This design comes from an exercise in tuning for small area on the open sky130 flow, not from production work. Only simulation tests tie the RTL to the original design; equivalence was not proved. No activity file was given, so power comes from the tool's default toggle rates. The flow treats the clock pin as an ideal source, which a real chip does not have.

**config.mk**
```make
export PLATFORM = sky130hd
export DESIGN_NAME = x10_cm17a
export DESIGN_NICKNAME = x10_cm17a
export VERILOG_FILES = /design/flow/design.v
export SDC_FILE = /design/flow/constraint.sdc
export NUM_CORES = 4
export LEC_CHECK = 0
export ABC_AREA = 1
export CAP_MARGIN = 20
export CORE_MARGIN = 2
export CORE_UTILIZATION = 70
export SLEW_MARGIN = 20
```
**standard.sh**
```bash
#!/bin/bash
# synth_recipe.tcl (not shown) runs the flow's synth.tcl, then flattens the netlist and writes it again
# the make line also repeats each setting of config.mk as NAME=value (left out here)
make -C /OpenROAD-flow-scripts/flow DESIGN_CONFIG=/design/flow/config.mk WORK_HOME=/design/flow/orfs CLKGATE_MAP_FILE= SYNTH_SCRIPT=/design/flow/synth_recipe.tcl "${@:-finish}"
```
**flow/abc_area.script**
```
strash
&get -n
&st
&if -K 4 -a
&mfs
&st
&deepsyn -T 30
&dch
&put
amap
topo
```
**constraint.sdc**
```tcl
create_clock -name core_clock -period 6.0 [get_ports {clk}]
set_input_delay 1.2000 -clock core_clock [delete_from_list [all_inputs] [get_ports {clk}]]
set_output_delay 1.2000 -clock core_clock [all_outputs]
set_load 0.01 [all_outputs]
```
**flow/run.sh**
```bash
#!/bin/bash
# The standard layout (standard.sh) with these changes:
#  - synthesis maps logic with an area-oriented ABC script (flow/abc_area.script);
#    registers are mapped by the standard dfflibmap step before ABC, unchanged
#  - port buffers are plain sky130_fd_sc_hd__buf_1 cells
#  - clock tree synthesis inserts no dummy loads
# Each tool's output goes to flow.log here and to the ORFS logs under orfs/logs.
set -euo pipefail
HERE=$PWD
{
  head -n 1 synth_recipe.tcl
  cat <<TCL
proc abc {args} {
  set i [lsearch -exact \$args -script]
  if { \$i >= 0 } { lset args [expr {\$i + 1}] $HERE/flow/abc_area.script }
  yosys abc {*}\$args
}
TCL
  tail -n +2 synth_recipe.tcl
} > my_synth.tcl
sed "s#SYNTH_SCRIPT=[^ ]*#SYNTH_SCRIPT=$HERE/my_synth.tcl#" standard.sh > my_standard.sh
export BUFFER_PORTS_ARGS="-buffer_cell sky130_fd_sc_hd__buf_1"
export CTS_ARGS="-sink_clustering_enable -repair_clock_nets -dont_use_dummy_load -buf_list sky130_fd_sc_hd__clkbuf_16 -sink_clustering_size 34 -sink_clustering_max_diameter 80"
bash my_standard.sh > flow.log 2>&1
```
**design.v**
```verilog
module x10_fifo #(
    parameter WIDTH = 8,
    parameter AW    = 2
) (
    input  wire             clk,
    input  wire             rst,
    input  wire             push,
    input  wire [WIDTH-1:0] wr_data,
    input  wire             pop,
    output wire [WIDTH-1:0] rd_data,
    output wire             empty,
    output wire             full
);
    localparam DEPTH = 1 << AW;
    reg [WIDTH-1:0] mem [0:DEPTH-1];
    reg [AW:0]      wr_ptr;
    reg [AW:0]      rd_ptr;
    assign empty   = (wr_ptr == rd_ptr);
    assign full    = (wr_ptr == {~rd_ptr[AW], rd_ptr[AW-1:0]});
    reg [WIDTH-1:0] rd_or;
    integer i;
    always @(*) begin
        rd_or = {WIDTH{1'b0}};
        for (i = 0; i < DEPTH; i = i + 1)
            rd_or = rd_or | (mem[i] & {WIDTH{rd_ptr[AW-1:0] == i}});
    end
    assign rd_data = rd_or;
    always @(posedge clk) begin
        if (push)
            mem[wr_ptr[AW-1:0]] <= wr_data;
    end
    always @(posedge clk) begin
        if (rst) begin
            wr_ptr <= {(AW+1){1'b0}};
            rd_ptr <= {(AW+1){1'b0}};
        end else begin
            if (push)
                wr_ptr <= wr_ptr + 1'b1;
            if (pop)
                rd_ptr <= rd_ptr + 1'b1;
        end
    end
endmodule
module x10_tx (
    input  wire        clk,
    input  wire        rst,
    input  wire [15:0] cfg_wait,
    input  wire [15:0] cfg_reset,
    input  wire [15:0] cfg_gap,
    input  wire [15:0] cfg_err,
    input  wire [6:0]  cfg_dim_step,
    input  wire        cmd_valid,
    input  wire [1:0]  cmd_kind,
    input  wire [3:0]  cmd_func,
    input  wire [3:0]  cmd_house,
    input  wire [15:0] cmd_units,
    input  wire [6:0]  cmd_percent,
    output reg         st_valid,
    output reg  [2:0]  st_code,
    input  wire        close,
    input  wire        conn_connect,
    input  wire        conn_fix,
    input  wire        line_fail,
    output reg         line1,
    output reg         line0,
    output reg  [1:0]  conn_state,
    output reg         evt_broken,
    output reg         evt_fixed,
    output wire        tx_stopped,
    output wire        sent_valid,
    input  wire        sent_ready,
    output wire [1:0]  sent_func,
    output wire [3:0]  sent_house,
    output wire [15:0] sent_units,
    output wire [6:0]  sent_percent
);
    localparam CONN_DISCONNECTED = 2'd0;
    localparam CONN_CONNECTED    = 2'd1;
    localparam CONN_BROKEN       = 2'd2;
    localparam PH_IDLE  = 3'd0;
    localparam PH_RESET = 3'd1;
    localparam PH_FRAME = 3'd2;
    localparam PH_GAP   = 3'd3;
    localparam PH_PUSH  = 3'd4;
    localparam PH_ERR   = 3'd5;
    localparam PH_STOP  = 3'd6;
    localparam REC_W = 29;
    reg shutdown;
    wire cmd_is_unit = (cmd_kind == 2'd1) && ((cmd_func == 4'd3) || (cmd_func == 4'd4));
    wire cmd_is_dim  = (cmd_kind == 2'd2) && ((cmd_func == 4'd5) || (cmd_func == 4'd6));
    wire cmd_supported = cmd_is_unit || cmd_is_dim;
    wire cmd_pct_big = (cmd_percent > 7'd100);
    wire [6:0] cmd_pct_clamped = cmd_pct_big ? 7'd100 : cmd_percent;
    wire cmd_noop = (cmd_units == 16'd0) || (cmd_kind[1] && (cmd_percent == 7'd0));
    wire [REC_W-1:0] cmd_rec = {cmd_kind[1], ~cmd_func[0], cmd_house, cmd_units, cmd_pct_clamped};
    wire inq_full, inq_empty;
    wire [REC_W-1:0] inq_head;
    wire inq_push = cmd_valid && !shutdown && cmd_supported && !cmd_noop && !inq_full;
    wire inq_pop;
    always @(posedge clk) begin
        if (rst)
            st_valid <= 1'b0;
        else
            st_valid <= cmd_valid;
    end
    always @(posedge clk) begin
        if (shutdown)
            st_code <= 3'd4;
        else if (!cmd_supported)
            st_code <= 3'd2;
        else if (cmd_noop)
            st_code <= 3'd1;
        else if (inq_full)
            st_code <= 3'd3;
        else
            st_code <= 3'd0;
    end
    x10_fifo #(.WIDTH(REC_W), .AW(3)) u_inq (
        .clk     (clk),
        .rst     (rst),
        .push    (inq_push),
        .wr_data (cmd_rec),
        .pop     (inq_pop),
        .rd_data (inq_head),
        .empty   (inq_empty),
        .full    (inq_full)
    );
    reg [2:0]  phase;
    reg [2:0]  step;         
    reg [5:0]  bit_idx;      
    reg [15:0] wcnt;         
    reg        need_reset;
    reg              cur_dim;
    reg              cur_fbit;
    reg [3:0]        cur_house;
    reg [15:0]       cur_units;
    reg [6:0]        cur_pct;
    reg [6:0]        prog;       
    wire [3:0] cur_k = prog[3:0];
    assign tx_stopped = (phase == PH_STOP);
    wire take = (phase == PH_IDLE) && !shutdown && !inq_empty;
    assign inq_pop = take;
    reg [3:0] house_nib;
    always @(*) begin
        case (cur_house)
            4'd0:  house_nib = 4'h6;
            4'd1:  house_nib = 4'h7;
            4'd2:  house_nib = 4'h4;
            4'd3:  house_nib = 4'h5;
            4'd4:  house_nib = 4'h8;
            4'd5:  house_nib = 4'h9;
            4'd6:  house_nib = 4'hA;
            4'd7:  house_nib = 4'hB;
            4'd8:  house_nib = 4'hE;
            4'd9:  house_nib = 4'hF;
            4'd10: house_nib = 4'hC;
            4'd11: house_nib = 4'hD;
            4'd12: house_nib = 4'h0;
            4'd13: house_nib = 4'h1;
            4'd14: house_nib = 4'h2;
            default: house_nib = 4'h3;
        endcase
    end
    reg [3:0] last_k;
    integer i;
    always @(*) begin
        last_k = 4'd0;
        for (i = 0; i < 16; i = i + 1)
            if (cur_units[i])
                last_k = i[3:0];
    end
    wire k_hit = cur_units[cur_k];
    wire [15:0] unit_code = {house_nib, 1'b0, cur_k[3], 2'b00,
                             1'b0, cur_k[2], cur_fbit, cur_k[0], cur_k[1], 3'b000};
    wire [15:0] dim_code  = {house_nib, 4'b0000,
                             1'b1, 1'b0, 1'b0, !cur_fbit, 1'b1, 3'b000};
    wire [15:0] cur_code  = cur_dim ? dim_code : unit_code;
    reg [7:0] cur_byte;
    always @(*) begin
        case (bit_idx[5:3])
            3'd0:    cur_byte = 8'hD5;
            3'd1:    cur_byte = 8'hAA;
            3'd2:    cur_byte = cur_code[15:8];
            3'd3:    cur_byte = cur_code[7:0];
            default: cur_byte = 8'hAD;
        endcase
    end
    wire cur_bit = cur_byte[~bit_idx[2:0]];
    wire last_bit = bit_idx[5] && (bit_idx[2:0] == 3'd7);
    wire in_wait = ((phase == PH_RESET) && step[1]) ||
                   ((phase == PH_FRAME) && step[0]) ||
                   (phase == PH_GAP) || (phase == PH_ERR);
    reg op_valid;
    reg op_line;     
    reg op_level;
    always @(*) begin
        op_valid = 1'b0;
        op_line  = 1'b1;
        op_level = 1'b0;
        if (phase == PH_RESET) begin
            op_valid = !step[1];
            op_line  = !step[0];
            op_level = step[2];
        end else if (phase == PH_FRAME) begin
            op_valid = !step[0];
            op_line  = cur_bit;
            op_level = step[1];
        end
    end
    wire op_ok   = (conn_state == CONN_CONNECTED) && !line_fail;
    wire op_fail = op_valid && !op_ok;
    wire [7:0] pct_diff = {1'b0, prog} - {1'b0, cfg_dim_step};
    wire more_frames = cur_dim ? (!pct_diff[7] && (pct_diff[6:0] != 7'd0))
                               : (cur_k != last_k);
    wire sentq_full, sentq_empty;
    wire [REC_W-1:0] sentq_head;
    wire sentq_push = (phase == PH_PUSH) && !sentq_full;
    wire sentq_pop  = sent_valid && sent_ready;
    wire [REC_W-1:0] cur_rec = {cur_dim, cur_fbit, cur_house, cur_units, cur_pct};
    x10_fifo #(.WIDTH(REC_W), .AW(2)) u_sentq (
        .clk     (clk),
        .rst     (rst),
        .push    (sentq_push),
        .wr_data (cur_rec),
        .pop     (sentq_pop),
        .rd_data (sentq_head),
        .empty   (sentq_empty),
        .full    (sentq_full)
    );
    assign sent_valid   = !sentq_empty && !shutdown;
    assign sent_func    = sentq_head[28:27];
    assign sent_house   = sentq_head[26:23];
    assign sent_units   = sentq_head[22:7];
    assign sent_percent = sentq_head[6:0];
    wire wait_done = (wcnt[15:1] == 15'd0);
    wire frame_end = (phase == PH_FRAME) && (step == 3'd3) && last_bit;
    reg [15:0] wait_len;
    always @(*) begin
        if (op_fail)
            wait_len = cfg_err;
        else if (phase == PH_RESET)
            wait_len = cfg_reset;
        else if (frame_end && !more_frames)
            wait_len = cfg_gap;
        else
            wait_len = cfg_wait;
    end
    always @(posedge clk) begin
        if (in_wait && !wait_done)
            wcnt <= wcnt - 16'd1;
        else
            wcnt <= wait_len;
    end
    always @(posedge clk) begin
        if (take) begin
            {cur_dim, cur_fbit, cur_house, cur_units, cur_pct} <= inq_head;
            prog <= inq_head[28] ? inq_head[6:0] : 7'd0;
        end else if (frame_end && wait_done && more_frames) begin
            if (cur_dim)
                prog <= pct_diff[6:0];
            else
                prog[3:0] <= cur_k + 4'd1;
        end else if (!cur_dim && !k_hit) begin
            prog[3:0] <= cur_k + 4'd1;
        end
    end
    always @(posedge clk) begin
        if (rst) begin
            phase      <= PH_IDLE;
            step       <= 3'd0;
            bit_idx    <= 6'd0;
            need_reset <= 1'b1;
        end else begin
            case (phase)
                PH_IDLE: begin
                    if (shutdown) begin
                        phase <= PH_STOP;
                    end else if (!inq_empty) begin
                        step       <= 3'd0;
                        bit_idx    <= 6'd0;
                        phase      <= need_reset ? PH_RESET : PH_FRAME;
                    end
                end
                PH_RESET: begin
                    if (op_fail) begin
                        need_reset <= 1'b1;
                        phase      <= PH_ERR;
                    end else if (step[1]) begin
                        if (wait_done) begin
                            if (step[2]) begin
                                step    <= 3'd0;
                                bit_idx <= 6'd0;
                                phase   <= PH_FRAME;
                            end else begin
                                step <= 3'd4;
                            end
                        end
                    end else begin
                        step <= step[0] ? {step[2], 2'b10} : {step[2], 2'b01};
                    end
                end
                PH_FRAME: begin
                    if (op_fail) begin
                        need_reset <= 1'b1;
                        phase      <= PH_ERR;
                    end else if (step[0]) begin
                        if (wait_done) begin
                            step[1] <= ~step[1];
                            step[0] <= 1'b0;
                            if (step[1]) begin
                                if (last_bit) begin
                                    bit_idx <= 6'd0;
                                    if (!more_frames)
                                        phase <= PH_GAP;
                                end else begin
                                    bit_idx <= bit_idx + 6'd1;
                                end
                            end
                        end
                    end else begin
                        step[0] <= 1'b1;
                    end
                end
                PH_GAP: begin
                    if (wait_done)
                        phase <= PH_PUSH;
                end
                PH_PUSH: begin
                    if (!sentq_full) begin
                        need_reset <= 1'b0;
                        phase      <= PH_IDLE;
                    end
                end
                PH_ERR: begin
                    if (wait_done)
                        phase <= PH_IDLE;
                end
                default: phase <= PH_STOP;
            endcase
        end
    end
    always @(posedge clk) begin
        if (rst) begin
            line1      <= 1'b1;
            line0      <= 1'b1;
            conn_state <= CONN_DISCONNECTED;
            shutdown   <= 1'b0;
            evt_broken <= 1'b0;
            evt_fixed  <= 1'b0;
        end else begin
            evt_broken <= 1'b0;
            evt_fixed  <= 1'b0;
            if (op_valid && op_ok) begin
                if (op_line)
                    line1 <= op_level;
                else
                    line0 <= op_level;
            end
            if (close) begin
                shutdown   <= 1'b1;
                conn_state <= CONN_DISCONNECTED;
            end else if (op_valid && (conn_state == CONN_CONNECTED) && line_fail) begin
                conn_state <= CONN_BROKEN;
                evt_broken <= 1'b1;
            end else if ((conn_state == CONN_DISCONNECTED) && conn_connect && !shutdown) begin
                conn_state <= CONN_CONNECTED;
            end else if ((conn_state == CONN_BROKEN) && conn_fix) begin
                conn_state <= CONN_CONNECTED;
                evt_fixed  <= 1'b1;
            end
        end
    end
endmodule
module x10_rx (
    input  wire       clk,
    input  wire       rst,
    input  wire       rx_l1,
    input  wire       rx_l0,
    output reg        dec_valid,
    output wire [1:0] dec_func,
    output wire [3:0] dec_house,
    output wire [3:0] dec_unit,
    output reg        dec_desync
);
    reg       lvl1, lvl0;
    reg       armed;         
    wire      arm1 = armed && !lvl1;
    wire      arm0 = armed && !lvl0;
    reg [5:0] cnt;           
    reg       mism;          
    reg       nz;            
    reg [9:0] sr;
    reg arm1_nx, arm0_nx;
    reg bit_v;
    reg bit_b;
    reg rx_rst;
    always @(*) begin
        arm1_nx = arm1;
        arm0_nx = arm0;
        bit_v   = 1'b0;
        bit_b   = 1'b0;
        rx_rst  = 1'b0;
        if (rx_l1 != lvl1) begin
            if (!rx_l1) begin
                arm0_nx = 1'b0;
                if (!lvl0) begin
                    rx_rst  = 1'b1;
                    arm1_nx = 1'b0;
                end else begin
                    arm1_nx = 1'b1;
                end
            end else if (arm1) begin
                arm1_nx = 1'b0;
                bit_v   = 1'b1;
                bit_b   = 1'b1;
            end
        end
        if (rx_l0 != lvl0) begin
            if (!rx_l0) begin
                arm1_nx = 1'b0;
                if (!rx_l1) begin
                    rx_rst  = 1'b1;
                    arm0_nx = 1'b0;
                end else begin
                    arm0_nx = 1'b1;
                end
            end else if (arm0_nx) begin
                arm0_nx = 1'b0;
                bit_v   = 1'b1;
                bit_b   = 1'b0;
            end
        end
    end
    wire [2:0] byte_i   = cnt[5:3];
    wire       byte_end = (cnt[2:0] == 3'd7);
    wire       in_code  = (byte_i == 3'd2) || (byte_i == 3'd3);
    reg [7:0] exp_byte;
    always @(*) begin
        case (byte_i)
            3'd0:    exp_byte = 8'hD5;
            3'd1:    exp_byte = 8'hAA;
            default: exp_byte = 8'hAD;
        endcase
    end
    wire bad_bit = !in_code && (bit_b != exp_byte[~cnt[2:0]]);
    wire m_nx    = mism || bad_bit;
    wire [3:0] cpos = ~cnt[3:0];
    wire keep = cpos[3:2] == 2'b11 || cpos == 4'd10 ||
                (cpos <= 4'd7 && cpos >= 4'd3);
    wire c10 = sr[5], c7 = sr[4], c6 = sr[3], c5 = sr[2], c4 = sr[1], c3 = sr[0];
    wire good = !m_nx && !nz && (!c7 || (!c10 && !c6 && !c5 && c3));
    always @(posedge clk) begin
        if (rst) begin
            lvl1       <= 1'b1;
            lvl0       <= 1'b1;
            armed      <= 1'b0;
            cnt        <= 6'd0;
            mism       <= 1'b0;
            dec_valid  <= 1'b0;
            dec_desync <= 1'b0;
        end else begin
            lvl1       <= rx_l1;
            lvl0       <= rx_l0;
            armed      <= arm1_nx || arm0_nx;
            dec_valid  <= 1'b0;
            dec_desync <= 1'b0;
            if (rx_rst) begin
                cnt  <= 6'd0;
                mism <= 1'b0;
            end else if (bit_v) begin
                if (!byte_end) begin
                    cnt  <= cnt + 6'd1;
                    mism <= m_nx;
                end else begin
                    mism <= 1'b0;
                    if (byte_i == 3'd4) begin
                        cnt        <= 6'd0;
                        dec_valid  <= good;
                        dec_desync <= !good;
                    end else if (m_nx) begin
                        cnt        <= 6'd0;
                        dec_desync <= 1'b1;
                    end else begin
                        cnt <= cnt + 6'd1;
                    end
                end
            end
        end
    end
    always @(posedge clk) begin
        if (bit_v && in_code) begin
            if (keep)
                sr <= {sr[8:0], bit_b};
            if (cnt[4:0] == 5'd16)
                nz <= 1'b0;
            else if (!keep && bit_b)
                nz <= 1'b1;
        end
    end
    reg [3:0] house_idx;
    always @(*) begin
        case (sr[9:6])
            4'h6: house_idx = 4'd0;
            4'h7: house_idx = 4'd1;
            4'h4: house_idx = 4'd2;
            4'h5: house_idx = 4'd3;
            4'h8: house_idx = 4'd4;
            4'h9: house_idx = 4'd5;
            4'hA: house_idx = 4'd6;
            4'hB: house_idx = 4'd7;
            4'hE: house_idx = 4'd8;
            4'hF: house_idx = 4'd9;
            4'hC: house_idx = 4'd10;
            4'hD: house_idx = 4'd11;
            4'h0: house_idx = 4'd12;
            4'h1: house_idx = 4'd13;
            4'h2: house_idx = 4'd14;
            default: house_idx = 4'd15;
        endcase
    end
    assign dec_house = house_idx;
    assign dec_func  = c7 ? {1'b1, !c4} : {1'b0, c5};
    assign dec_unit  = c7 ? 4'd0 : {c10, c6, c3, c4};
endmodule
module x10_cm17a (
    input  wire        clk,
    input  wire        rst,
    input  wire [15:0] cfg_wait,
    input  wire [15:0] cfg_reset,
    input  wire [15:0] cfg_gap,
    input  wire [15:0] cfg_err,
    input  wire [6:0]  cfg_dim_step,
    input  wire        cmd_valid,
    input  wire [1:0]  cmd_kind,
    input  wire [3:0]  cmd_func,
    input  wire [3:0]  cmd_house,
    input  wire [15:0] cmd_units,
    input  wire [6:0]  cmd_percent,
    output wire        st_valid,
    output wire [2:0]  st_code,
    input  wire        close,
    input  wire        conn_connect,
    input  wire        conn_fix,
    input  wire        line_fail,
    output wire        line1,
    output wire        line0,
    output wire [1:0]  conn_state,
    output wire        evt_broken,
    output wire        evt_fixed,
    output wire        tx_stopped,
    output wire        sent_valid,
    input  wire        sent_ready,
    output wire [1:0]  sent_func,
    output wire [3:0]  sent_house,
    output wire [15:0] sent_units,
    output wire [6:0]  sent_percent,
    input  wire        rx_l1,
    input  wire        rx_l0,
    output wire        dec_valid,
    output wire [1:0]  dec_func,
    output wire [3:0]  dec_house,
    output wire [3:0]  dec_unit,
    output wire        dec_desync
);
    x10_tx u_tx (
        .clk          (clk),
        .rst          (rst),
        .cfg_wait     (cfg_wait),
        .cfg_reset    (cfg_reset),
        .cfg_gap      (cfg_gap),
        .cfg_err      (cfg_err),
        .cfg_dim_step (cfg_dim_step),
        .cmd_valid    (cmd_valid),
        .cmd_kind     (cmd_kind),
        .cmd_func     (cmd_func),
        .cmd_house    (cmd_house),
        .cmd_units    (cmd_units),
        .cmd_percent  (cmd_percent),
        .st_valid     (st_valid),
        .st_code      (st_code),
        .close        (close),
        .conn_connect (conn_connect),
        .conn_fix     (conn_fix),
        .line_fail    (line_fail),
        .line1        (line1),
        .line0        (line0),
        .conn_state   (conn_state),
        .evt_broken   (evt_broken),
        .evt_fixed    (evt_fixed),
        .tx_stopped   (tx_stopped),
        .sent_valid   (sent_valid),
        .sent_ready   (sent_ready),
        .sent_func    (sent_func),
        .sent_house   (sent_house),
        .sent_units   (sent_units),
        .sent_percent (sent_percent)
    );
    x10_rx u_rx (
        .clk        (clk),
        .rst        (rst),
        .rx_l1      (rx_l1),
        .rx_l0      (rx_l0),
        .dec_valid  (dec_valid),
        .dec_func   (dec_func),
        .dec_house  (dec_house),
        .dec_unit   (dec_unit),
        .dec_desync (dec_desync)
    );
endmodule
```
==> impl_results.md, run 1 <==
- Inserted Clock Buffers: 18
- CTS tree: built
- FF+latch count, synth: 469
- WL final: 39310 um
- GRT Total Usage: 0.2848
- Remaining antenna violation count: 0
- Filler instances: 1569
- Post-synth top cells: edfxtp_1, nor2_1, clkinv_1, dfxtp_1
- WL per Instance: 21.68 um
- Number of flops mapped to enable cells by yosys: 395
- Synth Instances: 1272
- Drt pass-1 iters: 6
- Clock Latency Late Sink: 0.54 ns
- H-tree depth: 1
- Synthesis Warnings: 4
- Pin count of the biggest net entering global routing: 44
- Critical path startpoint category: flip-flop
- Layout cells sized above 1: 0.04195
- Fin crit period: 4.347 ns
- Worst min path class: reg -> reg
- Vias in the first global route: 11120
- Relative slew margins: 0.3363
- FMAX: 0.2300 GHz
- Global-route wire length before repair: 59470 um
- Worst-Margin Slew: 0.9935 ns
- # Post-CTS Setup Buffers: 0
- Final Hold Fails: 0
- Synthesized area: 18240 um2
- GPL Wtd Cong: 0.9041
- Sequential share of the synthesized area: 0.7314
- Die height: 165.4 um
- Hold Buf Count CTS: 0
- Initial antenna violation count: 0
- Pins Over Slew Limit: 0
- DR iter-0 viols: 1656
- Sink Count: 469
- Final Power: 6.632 mW
- # DRC: 0
- Endpoints failing setup: 0
- Max Cap Violations: 0
- Post-Syn Area per Cell: 14.34 um2
- Worst-path clk slew: 0.12 ns
- Core area: 25840 um2
- DIE WIDTH: 165.4 um
- Yosys top cell area share: 0.6502
- PostCTS Resize Cnt: 0
- Cell area after placement: 19550 um2
- Worst-case vdd ir drop: 0.3130 mV
- Largest cells by area after synthesis: edfxtp_1, dfxtp_1, a222oi_1, nor2_1, clkinv_1
- Die ar.: 27370 um2
- Status: timing/DRC/antenna clean
- CP Class: reg -> reg
- ANT cells: 0
- Via density: 6.641
- Post-synth cell types: 47
- # rows: 59
- Root Buffer: clkbuf_16
- Critical Path Sink Type: flip-flop
- Most area-hungry cell type in the Yosys netlist: edfxtp_1
- Clock Skew: 0.04020 ns
- Arrival time of the worst setup path: 4.74 ns
- Syn-to-layout area delta: 9.759%
- IO buf count: 166
- Power density over the cells: 331.2 nW/um2
- Tcrit/Tclk final: 0.7245
- Congestion Overflow GR: 0
- Initial core utilization: 0.7061
- Most frequent cell after synthesis: edfxtp_1
- Dpl hpwl: 24480 um
- Nets: 1625
- Async set-or-reset flop fraction in the synthesized netlist: 0
- Top Ports: 167
- Unrepaired setup endpoints after global routing: no
- Mapped Nets: 1417
- Req. time, crit path: 6.39 ns
- Post-synth top flop: edfxtp_1
- Vias: 12040
- TNS Setup: 0 ns
- Maximum buffer depth of the clock tree: 3
- Crit-path max FO: 16
- Finished Cell Area: 20020 um2
- Leakage Power: 6.310 nW
==> state kept, by name, summed over array words and instances (netlist names), 7 cells and up <==
register / flops
u_tx.prog: 7
u_tx.wcnt: 16
u_rx.sr: 10
u_tx.u_inq.mem: 232
u_tx.cur_units: 16
u_tx.cur_pct: 7
u_tx.u_sentq.mem: 116
==> path summary, 6_finish.rpt <==
path | from | endpoint | slack (ns) | cells after the start
setup / recovery | u_tx.prog[1]$_DFFE_PP_ | u_tx.wcnt[5]$_DFF_P_ | 1.65 | 15
hold / removal | u_rx.nz$_SDFFCE_PN0P_ | u_rx.dec_valid$_SDFF_PP0_ | 0.42 | 1
setup reg to reg | u_tx.prog[1]$_DFFE_PP_ | u_tx.wcnt[5]$_DFF_P_ | 1.65 | 15
hold reg to reg | u_rx.nz$_SDFFCE_PN0P_ | u_rx.dec_valid$_SDFF_PP0_ | 0.42 | 1
==> cell type report <==
type | instances | area, um2 | area share
inverters | 115 | 431.7 | 0.02156
repair buffers | 191 | 823.3 | 0.04111
multi-input cells | 685 | 4557 | 0.2276
flip-flops and latches | 469 | 13340 | 0.6663
clock buffers | 18 | 450.4 | 0.02249
well taps | 335 | 419.2 | 0.02093
==> metrics by stage <==
step	worst slack, ns	hold slack (ns)	utilization	instances
6_report	1.653	0.4182	0.7750	1813
5_1_grt	1.219	0.4423	0.7750	1813
4_1_cts	1.720	0.4286	0.7742	1812
3_5_place_dp	1.313	0.4340	0.7568	1794
3_3_place_gp	1.417	0.4344	0.7568	1794
2_1_floorplan	1.115	0.4032	-	1272
==> per-layer routing <==
metal | GRT usage | vias up | wire [um]
met3 | 0.02922 | 58 | 3678
met5 | 0 | - | 0
met1 | 0.4137 | 5863 | 15990
met2 | 0.4762 | 614 | 19010
li1 | - | 5506 | -
met4 | 0.06426 | 0 | 627
==> placed cells by master, fill, tap and decap left out, types with 26 or more instances in the layout <==
cell type,Yosys,routed
ha_1,30,29
edfxtp_1,395,395
nor2_1,117,116
nand2_1,58,58
buf_1,2,166
a22o_1,30,30
a222oi_1,58,58
a22oi_1,36,36
a21oi_1,34,34
clkinv_1,115,115
dfxtp_1,74,74
a221o_1,30,30
nand3_1,48,48
o21ai_0,41,41
nor3_1,34,26
==> report_power, final <==
group	internal, mW	switching, mW	leakage [nW]
clock	0.546	0.877	0.222
sequential	3.74	0.127	4.17
combinational	0.496	0.844	1.92
total	4.78	1.85	6.31
==> cell families after synthesis <==
family | synth area share
buffers and inverters | 0.02448
adders and majority gates | 0.02167
DFF | 0.7314
AOI/OAI and AO/OA | 0.1419
and+or+nand+nor | 0.08058
==> critical path, stage by stage (launching register included) <==
cell	delay, ns
edfxtp_1	0.67
clkinv_1	0.34
fa_1	0.49
clkinv_1	0.08
a21oi_1	0.07
o21ai_0	0.19
nand2_1	0.10
o21ai_0	0.13
a41oi_1	0.18
o21ai_0	0.41
clkinv_1	0.16
nor4_1	0.22
buf_4	0.23
nand4b_1	0.52
nor2_1	0.08
a2111oi_0	0.32
==> inputs of run 2 (changes only) <==
--- a/flow/run.sh
+++ b/flow/run.sh
@@ -22,3 +22,3 @@
 export BUFFER_PORTS_ARGS="-buffer_cell sky130_fd_sc_hd__buf_1"
-export CTS_ARGS="-sink_clustering_enable -repair_clock_nets -dont_use_dummy_load -buf_list sky130_fd_sc_hd__clkbuf_16 -sink_clustering_size 34 -sink_clustering_max_diameter 80"
+export CTS_ARGS="-sink_clustering_enable -repair_clock_nets -dont_use_dummy_load -buf_list sky130_fd_sc_hd__clkbuf_16 -sink_clustering_size 30 -sink_clustering_max_diameter 100"
 bash my_standard.sh > flow.log 2>&1
==> run 2 against run 1 <==
Still clean on timing, DRC and antenna. Sequential power increased by about 10%. Critical path depth unchanged. Combinational power increased by 83%. Clock-buffer cell count increased by 1. Clock power about the same. Core utilization increased by 0.074 points. Setup slack got worse by 0.0082 ns. Wire length increased by 1.6%. Register-to-register slack about the same.
==> impl_results.md, run 2 <==
- IO buf count: 166 (unchanged)
- Most area-hungry cell type in the Yosys netlist: edfxtp_1 (unchanged)
- Switching Share: 0.3330 (was 0.2786)
- Post-synth top flop: edfxtp_1 (unchanged)
- Bufs and invs on worst path: 2 (was 4)
- Initial core utilization: 0.7075 (was 0.7061)
- Layout cells sized above 1: 0.04097 (was 0.04195)
- Worst-case vdd ir drop: 0.3031 mV (was 0.3130 mV)
- Largest register FFs: 232 (unchanged)
- Crit-path max FO: 16 (unchanged)
- WL per Instance: 21.90 um (was 21.68 um)
- Synth Instances: 1282 (was 1272)
- Synthesis Warnings: 4 (unchanged)
- Cell area after placement: 19630 um2 (was 19550 um2)
- Crit-path cells: clkinv_1, ha_1, fa_1, clkinv_1, a21oi_1, o21ai_0, nand2_1, o21ai_0, o2111ai_1, o32a_1, o22ai_1, nor2b_1, nand4b_1, nor2_1, nor4_1 (was clkinv_1, fa_1, clkinv_1, a21oi_1, o21ai_0, nand2_1, o21ai_0, a41oi_1, o21ai_0, clkinv_1, nor4_1, buf_4, nand4b_1, nor2_1, a2111oi_0)
- Status: timing/DRC/antenna clean (unchanged)
- Top Ports: 167 (unchanged)
- Core area: 25910 um2 (was 25840 um2)
- # DRC: 0 (unchanged)
- Worst min path class: reg -> reg (unchanged)
- PostCTS Resize Cnt: 0 (unchanged)
- Setup WS post-layout: 1.645 ns (was 1.653 ns)
- Worst-Margin Slew: 1.005 ns (was 0.9935 ns)
- Finished Cell Area: 20100 um2 (was 20020 um2)
- Vias in the first global route: 11540 (was 11120)
- Worst path max stage delay: 0.60 ns (was 0.67 ns)
- Mapped Nets: 1427 (was 1417)
- Clock Latency Late Sink: 0.55 ns (was 0.54 ns)
- Slowest-stage cell, CP: nand4b_1 (was edfxtp_1)
- Initial antenna violation count: 0 (unchanged)
- WL final: 39950 um (was 39310 um)
- DR iter-0 viols: 1422 (was 1656)
- Yosys top cell area share: 0.6470 (was 0.6502)
- Worst-path clk slew: 0.11 ns (was 0.12 ns)
- Post-Syn Area per Cell: 14.30 um2 (was 14.34 um2)
- Tcrit/Tclk final: 0.7258 (was 0.7245)
- Number of flops mapped to enable cells by yosys: 395 (unchanged)
- Reg area: 13340 um2 (unchanged)
- Largest cells by area after synthesis: edfxtp_1, dfxtp_1, a222oi_1, clkinv_1, nor2_1 (was edfxtp_1, dfxtp_1, a222oi_1, nor2_1, clkinv_1)
- Vias: 12130 (was 12040)
- Req. time, crit path: 6.46 ns (was 6.39 ns)
- Flop pwr share: 0.522 (was 0.583)
- Critical path startpoint category: flip-flop (unchanged)
- Pins Over Slew Limit: 0 (unchanged)
- Congestion Overflow GR: 0 (unchanged)
- Post-synth top cells: edfxtp_1, clkinv_1, nor2_1, dfxtp_1, a222oi_1 (was edfxtp_1, nor2_1, clkinv_1, dfxtp_1)
- FMAX: 0.2296 GHz (was 0.2300 GHz)
- Arrival time of the worst setup path: 4.82 ns (was 4.74 ns)
- Pin count of the biggest net entering global routing: 44 (unchanged)
- Clock network fraction of total power: 0.178 (was 0.215)
- DIE WIDTH: 165.8 um (was 165.4 um)
- Top delay family on crit path: simple AND/OR/NAND/NOR gates (was compound AO/OA/AOI/OAI gates)
- Commonest cells after routing, fill and taps aside: edfxtp_1, buf_1, clkinv_1, nor2_1, dfxtp_1 (was edfxtp_1, buf_1, nor2_1, clkinv_1, dfxtp_1)
- Synthesized area: 18330 um2 (was 18240 um2)
- Relative slew margins: 0.3275 (was 0.3363)
- Sequential share of the synthesized area: 0.7278 (was 0.7314)
- Leakage Power: 6.337 nW (was 6.310 nW)
- FF+latch count, synth: 469 (unchanged)
- Root Buffer: clkbuf_16 (unchanged)
- Area of the multi-input gates: 4583 um2 (was 4557 um2)
- Switching power: 2.715 mW (was 1.848 mW)
- ANT cells: 0 (unchanged)
- Drt pass-1 iters: 7 (was 6)
- Hold Buf Count CTS: 0 (unchanged)
- # rows: 59 (unchanged)
- Fin crit period: 4.355 ns (was 4.347 ns)
- Async set-or-reset flop fraction in the synthesized netlist: 0 (unchanged)
- Die ar.: 27500 um2 (was 27370 um2)
- H-tree depth: 1 (unchanged)
- Inserted Clock Buffers: 19 (was 18)
- CP Class: reg -> reg (unchanged)
- Syn-to-layout area delta: 9.644% (was 9.759%)
- Endpoints failing setup: 0 (unchanged)
- Most frequent cell after synthesis: edfxtp_1 (unchanged)
- Via density: 6.648 (was 6.641)
- Comb pwr share: 0.300 (was 0.202)
- Filler instances: 1607 (was 1569)
- GRT Total Usage: 0.2836 (was 0.2848)
- Global-route wire length before repair: 61510 um (was 59470 um)
- Commonest non-fill, non-tap cell in the layout: edfxtp_1 (unchanged)
- # Post-CTS Setup Buffers: 0 (unchanged)
- Worst slack, placed: 1.107 ns (was 1.313 ns)
- Power density over the cells: 405.7 nW/um2 (was 331.2 nW/um2)
- Pint: 5.439 mW (was 4.784 mW)
- Remaining antenna violation count: 0 (unchanged)
- TNS Setup: 0 ns (unchanged)
- Sink Count: 469 (unchanged)
- Post-synth cell types: 50 (was 47)
- Die height: 165.8 um (was 165.4 um)
- Max Cap Violations: 0 (unchanged)
- Final Hold Fails: 0 (unchanged)
- Critical Path Sink Type: flip-flop (unchanged)
- CTS tree: built (unchanged)
- Nets: 1636 (was 1625)
- Maximum buffer depth of the clock tree: 3 (unchanged)
- Unrepaired setup endpoints after global routing: no (unchanged)
- Dpl hpwl: 24680 um (was 24480 um)
- Clock Skew: 0.04321 ns (was 0.04020 ns)
- GPL Wtd Cong: 0.9265 (was 0.9041)
run 2: cells by family (layout without fill, tap and decap cells):
group,after synthesis,in the layout,synth area share
adder cells (fa/ha/maj),31,31,0.02157
buffers and inverters,128,335,0.02641
AND/OR/NAND/NOR,320,320,0.08047
AO/OA/AOI/OAI,334,334,0.1437
flip-flops,469,469,0.7278
run 2: worst register-to-register path, stage by stage (launching register included):
cell,delay [ns]
edfxtp_1,0.48
clkinv_1,0.27
ha_1,0.30
fa_1,0.40
clkinv_1,0.08
a21oi_1,0.06
o21ai_0,0.19
nand2_1,0.09
o21ai_0,0.11
o2111ai_1,0.13
o32a_1,0.37
o22ai_1,0.36
nor2b_1,0.59
nand4b_1,0.60
nor2_1,0.09
nor4_1,0.20
run 2: power groups by stage:
stage / sequential (mW) / combinational [mW] / clock [mW]
3_3_place_gp: 4.31 / 2.36 / 0
2_1_floorplan: 4.24 / 1.57 / 0
4_1_cts: 4.25 / 2.43 / 1.47
3_5_place_dp: 4.33 / 2.41 / 0
6_report: 4.26 / 2.45 / 1.45
5_1_grt: 4.30 / 2.68 / 1.57
run 2: final cells by class:
type / count / area share
clock buffer: 19 / 0.02365
inverter: 125 / 0.02334
multi-input combinational: 685 / 0.2280
sequential: 469 / 0.6638
tap: 335 / 0.02085
timing repair buffer: 191 / 0.04034
run 2: final timing paths:
check                              start               endpoint  slack (ns)  depth (start not counted)
hold reg to reg     u_rx.sr[0]$_DFFE_PP_   u_rx.sr[1]$_DFFE_PP_        0.47                          0
hold / removal      u_rx.sr[0]$_DFFE_PP_   u_rx.sr[1]$_DFFE_PP_        0.47                          0
setup reg to reg  u_tx.prog[0]$_DFFE_PP_  u_tx.wcnt[11]$_DFF_P_        1.64                         15
setup / recovery  u_tx.prog[0]$_DFFE_PP_  u_tx.wcnt[11]$_DFF_P_        1.64                         15
run 2: per-stage QoR:
stage	std cells	total power, mW	utilization	hold WS (ns)
floorplan	1282	5.813	-	0.3941
global placement	1805	6.665	0.7574	0.4432
detailed placement	1805	6.735	0.7574	0.4404
CTS	1824	8.150	0.7758	0.4689
global route	1824	8.542	0.7758	0.4988
finish	1824	8.155	0.7758	0.4715
run 2: routing by layer:
layer / vias to the layer above / part of all wire / track usage
li1: 5534 / - / -
met1: 5885 / 0.40 / 0.4003
met5: - / 0 / 0
met2: 627 / 0.48 / 0.4728
met4: 0 / 0.024 / 0.08431
met3: 80 / 0.093 / 0.03646
==> inputs of run 3 (changes only) <==
==> flow/run.sh (replaced) <==
#!/bin/bash
# The standard layout (standard.sh) with these changes:
#  - the final technology mapping maps the design with each area-oriented ABC
#    script in flow/abc_area_*.script and keeps the smallest result
#    (flow/abc_pick.tcl); registers are mapped by the standard dfflibmap step
#    before ABC and are not changed by it
#  - port buffers are plain sky130_fd_sc_hd__buf_1 cells
#  - clock tree synthesis uses clkbuf_16 cells, sink clusters of up to 30 and
#    no dummy loads
# The tools' output goes to flow.log here and to the ORFS logs under orfs/logs.
set -euo pipefail
HERE=$PWD
export FLOW_FLOW_DIR=$HERE/flow
{
  head -n 1 synth_recipe.tcl
  echo "source $HERE/flow/abc_pick.tcl"
  tail -n +2 synth_recipe.tcl
} > my_synth.tcl
sed "s#SYNTH_SCRIPT=[^ ]*#SYNTH_SCRIPT=$HERE/my_synth.tcl#" standard.sh > my_standard.sh
export BUFFER_PORTS_ARGS="-buffer_cell sky130_fd_sc_hd__buf_1"
export CTS_ARGS="-sink_clustering_enable -repair_clock_nets -dont_use_dummy_load -buf_list sky130_fd_sc_hd__clkbuf_16 -sink_clustering_size 30 -sink_clustering_max_diameter 100"
bash my_standard.sh "$@" > flow.log 2>&1
==> flow/abc_area_0.script (new file) <==
strash
&get -n
&st
&if -K 4 -a
&mfs
&st
&deepsyn -T 30 -S 0
&dch
&put
amap
topo
==> flow/abc_area_1.script (new file) <==
strash
&get -n
&st
&if -K 4 -a
&mfs
&st
&deepsyn -T 30 -S 1
&dch
&put
amap
topo
==> flow/abc_area_2.script (new file) <==
strash
&get -n
&st
&if -K 4 -a
&mfs
&st
&deepsyn -T 30 -S 2
&dch
&put
amap
topo
==> flow/abc_area_3.script (new file) <==
strash
&get -n
&st
&if -K 4 -a
&mfs
&st
&deepsyn -T 30 -S 3
&dch
&put
amap
topo
==> flow/abc_pick.tcl (new file) <==
# Replaces the abc command used for the final technology mapping: it maps
# the design once with each of the area-oriented ABC scripts in
# flow/abc_area_*.script and keeps the mapping with the smallest cell area.
# Registers are already mapped (dfflibmap) before this step and ABC leaves
# them alone, so every candidate keeps the same registers.
proc abc {args} {
  set i [lsearch -exact $args -script]
  set libs {}
  foreach lib $::env(LIB_FILES) { lappend libs -liberty $lib }
  set scripts [lsort [glob $::env(FLOW_FLOW_DIR)/abc_area_*.script]]
  yosys design -save pre_abc
  set best_area -1
  foreach s $scripts {
    yosys design -load pre_abc
    lset args [expr {$i + 1}] $s
    yosys abc {*}$args
    set out [tee -q -s result.string stat {*}$libs]
    if { ![regexp {Chip area for module[^:]*:\s*([0-9.]+)} $out -> area] } {
      continue
    }
    puts "abc_pick: $s gives cell area $area"
    if { $best_area < 0 || $area < $best_area } {
      set best_area $area
      yosys design -save best_abc
    }
  }
  if { $best_area < 0 } {
    error "abc_pick: no ABC script produced a mapping"
  }
  puts "abc_pick: kept the mapping with cell area $best_area"
  yosys design -load best_abc
}
removed: flow/abc_area.script
==> run 3 against run 2 <==
Setup slack improved by 0.27 ns. Clock power barely moved. Clock-buffer cell count did not move. Clock skew fell by 0.013 ns. Highest routed layer unchanged. Wire length rose by 0.24%. Non-clock buffer count rose by 2.
==> impl_results.md, run 3 <==
- Comb pwr share: 0.205 (was 0.300)
- Top Ports: 167 (unchanged)
- Most used cell along the critical path: clkinv_1
- Layout cells sized above 1: 0.04226 (was 0.04097)
- Synthesis Warnings: 4 (unchanged)
- Remaining antenna violation count: 0 (unchanged)
- Synthesized area: 18270 um2 (was 18330 um2)
- Root Buffer: clkbuf_16 (unchanged)
- Critical Path Sink Type: flip-flop (unchanged)
- PostCTS Resize Cnt: 0 (unchanged)
- Most area-hungry cell type in the Yosys netlist: edfxtp_1 (unchanged)
- Status: timing/DRC/antenna clean (unchanged)
- Commonest non-fill, non-tap cell in the layout: edfxtp_1 (unchanged)
- Worst min path class: reg -> reg (unchanged)
- Switching power: 1.884 mW (was 2.715 mW)
- Fin crit period: 4.083 ns (was 4.355 ns)
- Worst-case vdd ir drop: 0.2577 mV (was 0.3031 mV)
- Final Power: 6.714 mW (was 8.155 mW)
- Commonest cells after routing, fill and taps aside: edfxtp_1, buf_1, clkinv_1, nor2_1, nand2_1 (was edfxtp_1, buf_1, clkinv_1, nor2_1, dfxtp_1)
- Final instance count without filler cells: 1802 (was 1824)
- Global-route wire length before repair: 60250 um (was 61510 um)
- Clock Skew: 0.03025 ns (was 0.04321 ns)
- GPL Wtd Cong: 0.8842 (was 0.9265)
- Area of the multi-input gates: 4603 um2 (was 4583 um2)
- H-tree depth: 1 (unchanged)
- DR iter-0 viols: 1637 (was 1422)
- Reg area: 13340 um2 (unchanged)
- DIE WIDTH: 165.5 um (was 165.8 um)
- Pint: 4.830 mW (was 5.439 mW)
- Endpoints failing setup: 0 (unchanged)
- Async set-or-reset flop fraction in the synthesized netlist: 0 (unchanged)
- Via density: 6.642 (was 6.648)
- Final Hold Fails: 0 (unchanged)
- Clock network fraction of total power: 0.216 (was 0.178)
- CTS tree: built (unchanged)
- Switching Share: 0.2806 (was 0.3330)
- Drt pass-1 iters: 6 (was 7)
- FF+latch count, synth: 469 (unchanged)
- WL final: 40040 um (was 39950 um)
- Critical path startpoint category: input pin (was flip-flop)
- Worst-Margin Slew: 0.9792 ns (was 1.005 ns)
- Mapped Nets: 1403 (was 1427)
- CP Class: in -> reg (was reg -> reg)
- FMAX: 0.2449 GHz (was 0.2296 GHz)
- Worst path max stage delay: 0.30 ns (was 0.60 ns)
- Largest register FFs: 232 (unchanged)
- Sink Count: 469 (unchanged)
- IO buf count: 166 (unchanged)
- Pins Over Slew Limit: 0 (unchanged)
- Nets: 1614 (was 1636)
- Flop pwr share: 0.579 (was 0.522)
- Unrepaired setup endpoints after global routing: no (unchanged)
- Leakage Power: 6.395 nW (was 6.337 nW)
- Top delay family on crit path: compound AO/OA/AOI/OAI gates (was simple AND/OR/NAND/NOR gates)
- Vias in the first global route: 11230 (was 11540)
- Number of flops mapped to enable cells by yosys: 395 (unchanged)
- Syn-to-layout area delta: 9.877% (was 9.644%)
- Worst-path clk slew: 0.11 ns (about the same)
- Power density over the cells: 334.5 nW/um2 (was 405.7 nW/um2)
- GRT Total Usage: 0.2902 (was 0.2836)
- Sequential share of the synthesized area: 0.7304 (was 0.7278)
- Initial core utilization: 0.7070 (was 0.7075)
- Core area: 25840 um2 (was 25910 um2)
- # rows: 59 (unchanged)
- Slowest-stage cell, CP: ha_1 (was nand4b_1)
- Post-synth top cells: edfxtp_1, clkinv_1, nor2_1, nand2_1, dfxtp_1 (was edfxtp_1, clkinv_1, nor2_1, dfxtp_1, a222oi_1)
- Vias: 11970 (was 12130)
- Die ar.: 27410 um2 (was 27500 um2)
- Post-synth cell types: 47 (was 50)
- Setup WS post-layout: 1.917 ns (was 1.645 ns)
- Post-Syn Area per Cell: 14.52 um2 (was 14.30 um2)
- Worst slack, placed: 1.390 ns (was 1.107 ns)
- Inserted Clock Buffers: 19 (unchanged)
- TNS Setup: 0 ns (unchanged)
- Synth Instances: 1258 (was 1282)
- Most frequent cell after synthesis: edfxtp_1 (unchanged)
- Bufs and invs on worst path: 6 (was 2)
- Pin count of the biggest net entering global routing: 45 (was 44)
- Max Cap Violations: 0 (unchanged)
- WL per Instance: 22.22 um (was 21.90 um)
- Req. time, crit path: 6.37 ns (was 6.46 ns)
- Filler instances: 1581 (was 1607)
- ANT cells: 0 (unchanged)
- # DRC: 0 (unchanged)
- # Post-CTS Setup Buffers: 0 (unchanged)
- Crit-path max FO: 17 (was 16)
- Hold Buf Count CTS: 0 (unchanged)
- Yosys top cell area share: 0.6493 (was 0.6470)
- Dpl hpwl: 25480 um (was 24680 um)
- Relative slew margins: 0.3458 (was 0.3275)
- Crit-path cells: buf_1, clkinv_1, ha_1, a21oi_1, o21bai_1, nand2_1, nand2_1, a21o_1, o21ai_0, a41oi_1, o32ai_1, clkinv_1, nor2_1, buf_4, clkinv_1, nand3_1, clkinv_1, a21oi_1, a31oi_1 (was clkinv_1, ha_1, fa_1, clkinv_1, a21oi_1, o21ai_0, nand2_1, o21ai_0, o2111ai_1, o32a_1, o22ai_1, nor2b_1, nand4b_1, nor2_1, nor4_1)
- Inst Count DP: 1783 (was 1805)
- Die height: 165.5 um (was 165.8 um)
- Maximum buffer depth of the clock tree: 3 (unchanged)
- Congestion Overflow GR: 0 (unchanged)
- Arrival time of the worst setup path: 4.45 ns (was 4.82 ns)
- Clock Latency Late Sink: 0.53 ns (was 0.55 ns)
- Largest cells by area after synthesis: edfxtp_1, dfxtp_1, a222oi_1, clkinv_1, ha_1 (was edfxtp_1, dfxtp_1, a222oi_1, clkinv_1, nor2_1)
- Initial antenna violation count: 0 (unchanged)
- Post-synth top flop: edfxtp_1 (unchanged)
- Tcrit/Tclk final: 0.6804 (was 0.7258)
run 3: logic make-up (layout without fill, tap and decap cells):
kind of cell / Yosys count / in the layout / share of synthesized area
compound gates: 342 / 342 / 0.1473
fa+ha+maj: 31 / 31 / 0.02164
buf+inv: 111 / 320 / 0.02301
flops: 469 / 469 / 0.7304
simple gates: 305 / 305 / 0.07767
run 3: layout make-up:
type	count	area share
sequential	469	0.6648
multi-input combinational	678	0.2293
timing repair buffer	193	0.04114
clock buffer	19	0.02369
tap	335	0.02088
inverter	108	0.02020
run 3: power by group through the flow:
stage                     clock network (mW)  registers, mW  logic (mW)
after floorplan                            0           3.91       0.925
after global placement                     0           3.95        1.32
after detailed placement                   0           3.96        1.36
after CTS                               1.46           3.88        1.37
after global routing                    1.55           3.91        1.53
final                                   1.45           3.89        1.38
run 3: stage by stage:
| step | util | hold slack, ns | area, um2 |
|---|---|---|---|
| final | 0.7769 | 0.4623 | 20070 |
| after global routing | 0.7769 | 0.4850 | 20070 |
| after CTS | 0.7769 | 0.4686 | 20070 |
| after detailed placement | 0.7585 | 0.4533 | 19600 |
| after global placement | 0.7582 | 0.4411 | 19590 |
| after floorplan | - | 0.4032 | 18270 |
run 3: worst paths after layout:
kind	from	endpoint	slack [ns]	cells past startpoint
worst max-delay path	cfg_dim_step[1]	u_tx.wcnt[12]$_DFF_P_	1.92	19
worst min-delay path	u_tx.need_reset$_SDFFE_PP1P_	u_tx.need_reset$_SDFFE_PP1P_	0.46	2
worst max register to register	u_tx.prog[1]$_DFFE_PP_	u_tx.wcnt[12]$_DFF_P_	1.99	17
worst min register to register	u_tx.need_reset$_SDFFE_PP1P_	u_tx.need_reset$_SDFFE_PP1P_	0.46	2
run 3: metal layers:
layer	part of all wire	vias to the layer above	track usage
li1	-	5505	-
met1	0.40	5858	0.4145
met2	0.50	550	0.4811
met3	0.085	55	0.03646
met4	0.018	0	0.07837
met5	0	-	0
run 3: worst register-to-register path, cell delays in order, from the launching register on:
cell,delay [ns]
edfxtp_1,0.54
clkinv_1,0.33
fa_1,0.50
clkinv_1,0.08
a21oi_1,0.06
o21ai_0,0.19
nand2_1,0.12
o21ai_0,0.15
a41oi_1,0.20
o32ai_1,0.27
clkinv_1,0.24
nor2_1,0.17
buf_4,0.25
clkinv_1,0.12
nand3_1,0.12
clkinv_1,0.24
a21oi_1,0.22
a31oi_1,0.06
==> inputs of run 4 (changes only) <==
==> flow/abc_area_0.script (replaced) <==
strash
&get -n
&st
&if -K 4 -a
&mfs
&st
&deepsyn -T 90 -S 0
&dch
&put
amap
topo
==> flow/abc_area_1.script (replaced) <==
strash
&get -n
&st
&if -K 4 -a
&mfs
&st
&deepsyn -T 90 -S 1
&dch
&put
amap
topo
==> flow/abc_area_2.script (replaced) <==
strash
&get -n
&st
&if -K 4 -a
&mfs
&st
&deepsyn -T 90 -S 2
&dch
&put
amap
topo
==> flow/abc_area_3.script (replaced) <==
strash
&get -n
&st
&if -K 4 -a
&mfs
&st
&deepsyn -T 90 -S 3
&dch
&put
amap
topo
==> run 4 against run 3 <==
First-iteration DRC count down 15%. Combinational power rose by 7%. Global-route usage down 0.39 points. Cell area decreased by 0.72%. Hold slack better by 0.0031 ns. Register-to-register slack got worse by 0.38 ns. Clock skew is 0.010 ns higher. Critical endpoint is now u_tx.wcnt[14]$_DFF_P_. Largest power group unchanged.
==> impl_results.md, run 4 <==
- Status: timing/DRC/antenna clean (unchanged)
- Inserted Clock Buffers: 19 (unchanged)
- Mapped Nets: 1368 (was 1403)
- Syn-to-layout area delta: 9.880% (was 9.877%)
- Top delay family on crit path: compound AO/OA/AOI/OAI gates (unchanged)
- Worst path max stage delay: 0.48 ns (was 0.30 ns)
- Fin crit period: 4.389 ns (was 4.083 ns)
- Filler instances: 1516 (was 1581)
- FMAX: 0.2278 GHz (was 0.2449 GHz)
- # Post-CTS Setup Buffers: 0 (unchanged)
- Die height: 165.0 um (was 165.5 um)
- Crit. Startpoint: u_tx.prog[0]$_DFFE_PP_ (was cfg_dim_step[1])
- Worst-path clk slew: 0.11 ns (about the same)
- WL per Instance: 22.35 um (was 22.22 um)
- Finished Cell Area: 19930 um2 (was 20070 um2)
- Initial core utilization: 0.7160 (was 0.7070)
- Clock Skew: 0.04040 ns (was 0.03025 ns)
- PostCTS Resize Cnt: 0 (unchanged)
- Worst min path class: reg -> reg (unchanged)
- Yosys top cell area share: 0.6541 (was 0.6493)
- # DRC: 0 (unchanged)
- Sink Count: 469 (unchanged)
- Post-Syn Area per Cell: 14.83 um2 (was 14.52 um2)
- Most frequent cell after synthesis: edfxtp_1 (unchanged)
- FF+latch count, synth: 469 (unchanged)
- Critical path startpoint category: flip-flop (was input pin)
- ANT cells: 0 (unchanged)
- Crit-path max FO: 14 (was 17)
- Vias: 11790 (was 11970)
- FF-to-FF End: u_tx.wcnt[14]$_DFF_P_ (was u_tx.wcnt[12]$_DFF_P_)
- Clock Latency Late Sink: 0.55 ns (was 0.53 ns)
- Final Core Density: 0.7868 (was 0.7769)
- IO buf count: 166 (unchanged)
- Crit-path cells: clkinv_1, ha_1, fa_1, clkinv_1, a21oi_1, o21ai_0, nand2_1, o21ai_0, a41oi_1, o21ai_0, clkinv_1, nor2_1, nand2_1, clkinv_1, nor3_1, buf_4, a221oi_1, a31o_1, o21ai_0 (was buf_1, clkinv_1, ha_1, a21oi_1, o21bai_1, nand2_1, nand2_1, a21o_1, o21ai_0, a41oi_1, o32ai_1, clkinv_1, nor2_1, buf_4, clkinv_1, nand3_1, clkinv_1, a21oi_1, a31oi_1)
- Worst-case vdd ir drop: 0.2782 mV (was 0.2577 mV)
- DIE WIDTH: 165.0 um (was 165.5 um)
- Remaining antenna violation count: 0 (unchanged)
- Crit path to: u_tx.wcnt[14]$_DFF_P_ (was u_tx.wcnt[12]$_DFF_P_)
- GPL Wtd Cong: 0.9452 (was 0.8842)
- Maximum buffer depth of the clock tree: 3 (unchanged)
- Critical Path Sink Type: flip-flop (unchanged)
- Max Cap Violations: 0 (unchanged)
- Power density over the cells: 342.0 nW/um2 (was 334.5 nW/um2)
- Worst-Margin Slew: 1.014 ns (was 0.9792 ns)
- Pins Over Slew Limit: 0 (unchanged)
- Tcrit/Tclk final: 0.7316 (was 0.6804)
- Reg2reg start: u_tx.prog[0]$_DFFE_PP_ (was u_tx.prog[1]$_DFFE_PP_)
- Nets: 1578 (was 1614)
- Post-synth top flop: edfxtp_1 (unchanged)
- Commonest cells after routing, fill and taps aside: edfxtp_1, buf_1, clkinv_1, nor2_1, dfxtp_1 (was edfxtp_1, buf_1, clkinv_1, nor2_1, nand2_1)
- Largest register FFs: 232 (unchanged)
- Final Hold Fails: 0 (unchanged)
- WL final: 39360 um (was 40040 um)
- Commonest non-fill, non-tap cell in the layout: edfxtp_1 (unchanged)
- Req. time, crit path: 6.44 ns (was 6.37 ns)
- Async set-or-reset flop fraction in the synthesized netlist: 0 (unchanged)
- Critical path depth: 19 (unchanged)
- Leakage Power: 6.296 nW (was 6.395 nW)
- Via density: 6.694 (was 6.642)
- Core area: 25330 um2 (was 25840 um2)
- GRT Total Usage: 0.2863 (was 0.2902)
- Endpoints failing setup: 0 (unchanged)
- Top Ports: 167 (unchanged)
- Hold Buf Count CTS: 0 (unchanged)
- Slowest-stage cell, CP: edfxtp_1 (was ha_1)
- Most area-hungry cell type in the Yosys netlist: edfxtp_1 (unchanged)
- Initial antenna violation count: 0 (unchanged)
- Pin count of the biggest net entering global routing: 44 (was 45)
- Unrepaired setup endpoints after global routing: no (unchanged)
- Synthesis Warnings: 4 (unchanged)
- Layout cells sized above 1: 0.04542 (was 0.04226)
- Post-synth top cells: edfxtp_1, clkinv_1, nor2_1, dfxtp_1, nand2_1 (was edfxtp_1, clkinv_1, nor2_1, nand2_1, dfxtp_1)
- Relative slew margins: 0.3228 (was 0.3458)
- Dpl hpwl: 24320 um (was 25480 um)
- TNS Setup: 0 ns (unchanged)
- Drt pass-1 iters: 8 (was 6)
- Reg2Reg Depth: 19 (was 17)
- H-tree depth: 1 (unchanged)
- Bufs and invs on worst path: 5 (was 6)
- Final Power: 6.815 mW (was 6.714 mW)
- Synthesized area: 18130 um2 (was 18270 um2)
- Number of flops mapped to enable cells by yosys: 395 (unchanged)
- R2r setup slk: 1.61 ns (was 1.99 ns)
- Cell area after placement: 19450 um2 (was 19600 um2)
- Sequential share of the synthesized area: 0.7358 (was 0.7304)
- Vias in the first global route: 11080 (was 11230)
- DR iter-0 viols: 1389 (was 1637)
- Die ar.: 27210 um2 (was 27410 um2)
- # rows: 58 (was 59)
- Post-synth cell types: 48 (was 47)
- Global-route wire length before repair: 59220 um (was 60250 um)
- CTS tree: built (unchanged)
- Root Buffer: clkbuf_16 (unchanged)
- Arrival time of the worst setup path: 4.83 ns (was 4.45 ns)
- CP Class: reg -> reg (was in -> reg)
- Congestion Overflow GR: 0 (unchanged)
- Largest cells by area after synthesis: edfxtp_1, dfxtp_1, a222oi_1, a221o_1, ha_1 (was edfxtp_1, dfxtp_1, a222oi_1, clkinv_1, ha_1)
- Synth Instances: 1223 (was 1258)
-- run 4: changes by cell type in the layout (fill, tap and decap cells not counted), moves of 5 or more --
cell	before	now
a222oi_1	64	58
a221o_1	31	43
nand2_1	75	61
nor4_1	11	17
and3_1	5	0
clkinv_1	108	93
-- run 4: area by class of cell --
cell class,count,area (um2),share of cell area
multi-input combinational,658,4528,0.2272
clock buffer,19,475.5,0.02386
timing repair buffer,192,818.3,0.04106
tap,330,412.9,0.02072
sequential,469,13340,0.6696
inverter,93,349.1,0.01752
-- run 4: stage by stage --
step	hold slack, ns	cells	setup slack [ns]
after floorplan	0.4032	1223	1.115
after global placement	0.4387	1742	1.418
after detailed placement	0.4446	1742	1.087
after CTS	0.4609	1761	1.661
after global routing	0.4838	1761	1.257
final	0.4654	1761	1.611
-- run 4: cell families after synthesis --
group / Yosys count / synth area share
flip-flops: 469 / 0.7358
buffers and inverters: 96 / 0.02008
adder cells (fa/ha/maj): 31 / 0.02180
XOR/XNOR: 1 / 0.0004830
AND/OR/NAND/NOR: 285 / 0.07327
AO/OA/AOI/OAI: 341 / 0.1486
-- run 4: routing by layer --
layer,share of wire,track usage,up-vias
met1,0.41,0.4043,5787
met5,0,0,-
li1,-,-,5377
met3,0.088,0.05274,52
met4,0.017,0.06957,0
met2,0.48,0.4711,572
-- run 4: worst min path at each step --
stage	from	to	slack (ns)	cells past startpoint
3_5_place_dp	u_rx.sr[6]$_DFFE_PP_	u_rx.sr[7]$_DFFE_PP_	0.44	0
6_report	u_tx.wcnt[0]$_DFF_P_	u_tx.wcnt[0]$_DFF_P_	0.47	1
3_3_place_gp	u_tx.wcnt[0]$_DFF_P_	u_tx.wcnt[0]$_DFF_P_	0.44	1
4_1_cts	u_tx.wcnt[0]$_DFF_P_	u_tx.wcnt[0]$_DFF_P_	0.46	1
5_1_grt	u_rx.sr[6]$_DFFE_PP_	u_rx.sr[7]$_DFFE_PP_	0.48	0
2_1_floorplan	u_tx.shutdown$_SDFFE_PP0P_	u_tx.st_code[2]$_SDFF_PP1_	0.40	0
-- run 4: report_power, final --
part	switching (mW)	internal [mW]	total (mW)	leakage, nW
combinational	0.908	0.566	1.47	1.89
clock	0.872	0.574	1.45	0.234
sequential	0.137	3.76	3.89	4.17

==> separate check: timing with driven ports <==
No port has a modelled driver above. Below, the same layouts with a new extraction and two added sets of constraints. Step 1, drivers: a clkbuf_16 drives clk and a buf_2 each remaining input, both assumed. Step 2 moves the port delays by t, midway between the first and last clock arrival at a register: inputs arrive t later, outputs are due t later. That takes back most of the time a late clock gives input paths. Three values: ideal, step 1, step 2; two values: the first two.
run | t, ns | setup slack, ns | hold WS [ns] | latest minus earliest clock arrival (ns) | worst slew at a driven data input, ns
run 1 | 0.569 | 1.653 / 1.653 / 1.251 | 0.418 / 0.418 / 0.418 | 0.040 / 0.040 | 0.07
run 2 | 0.580 | 1.645 / 1.645 / 1.144 | 0.471 / 0.471 / 0.471 | 0.046 / 0.046 | 0.05
run 3 | 0.566 | 1.917 / 1.944 / 1.378 | 0.462 / 0.462 / 0.462 | 0.034 / 0.034 | 0.06
run 4 | 0.568 | 1.611 / 1.611 / 1.063 | 0.465 / 0.465 / 0.465 | 0.042 / 0.042 | 0.06
After both steps setup and hold are still met in every run listed. For run 4, which loses most, drivers alone change the setup slack by 0.000 ns; drivers and shift together by -0.548 ns.
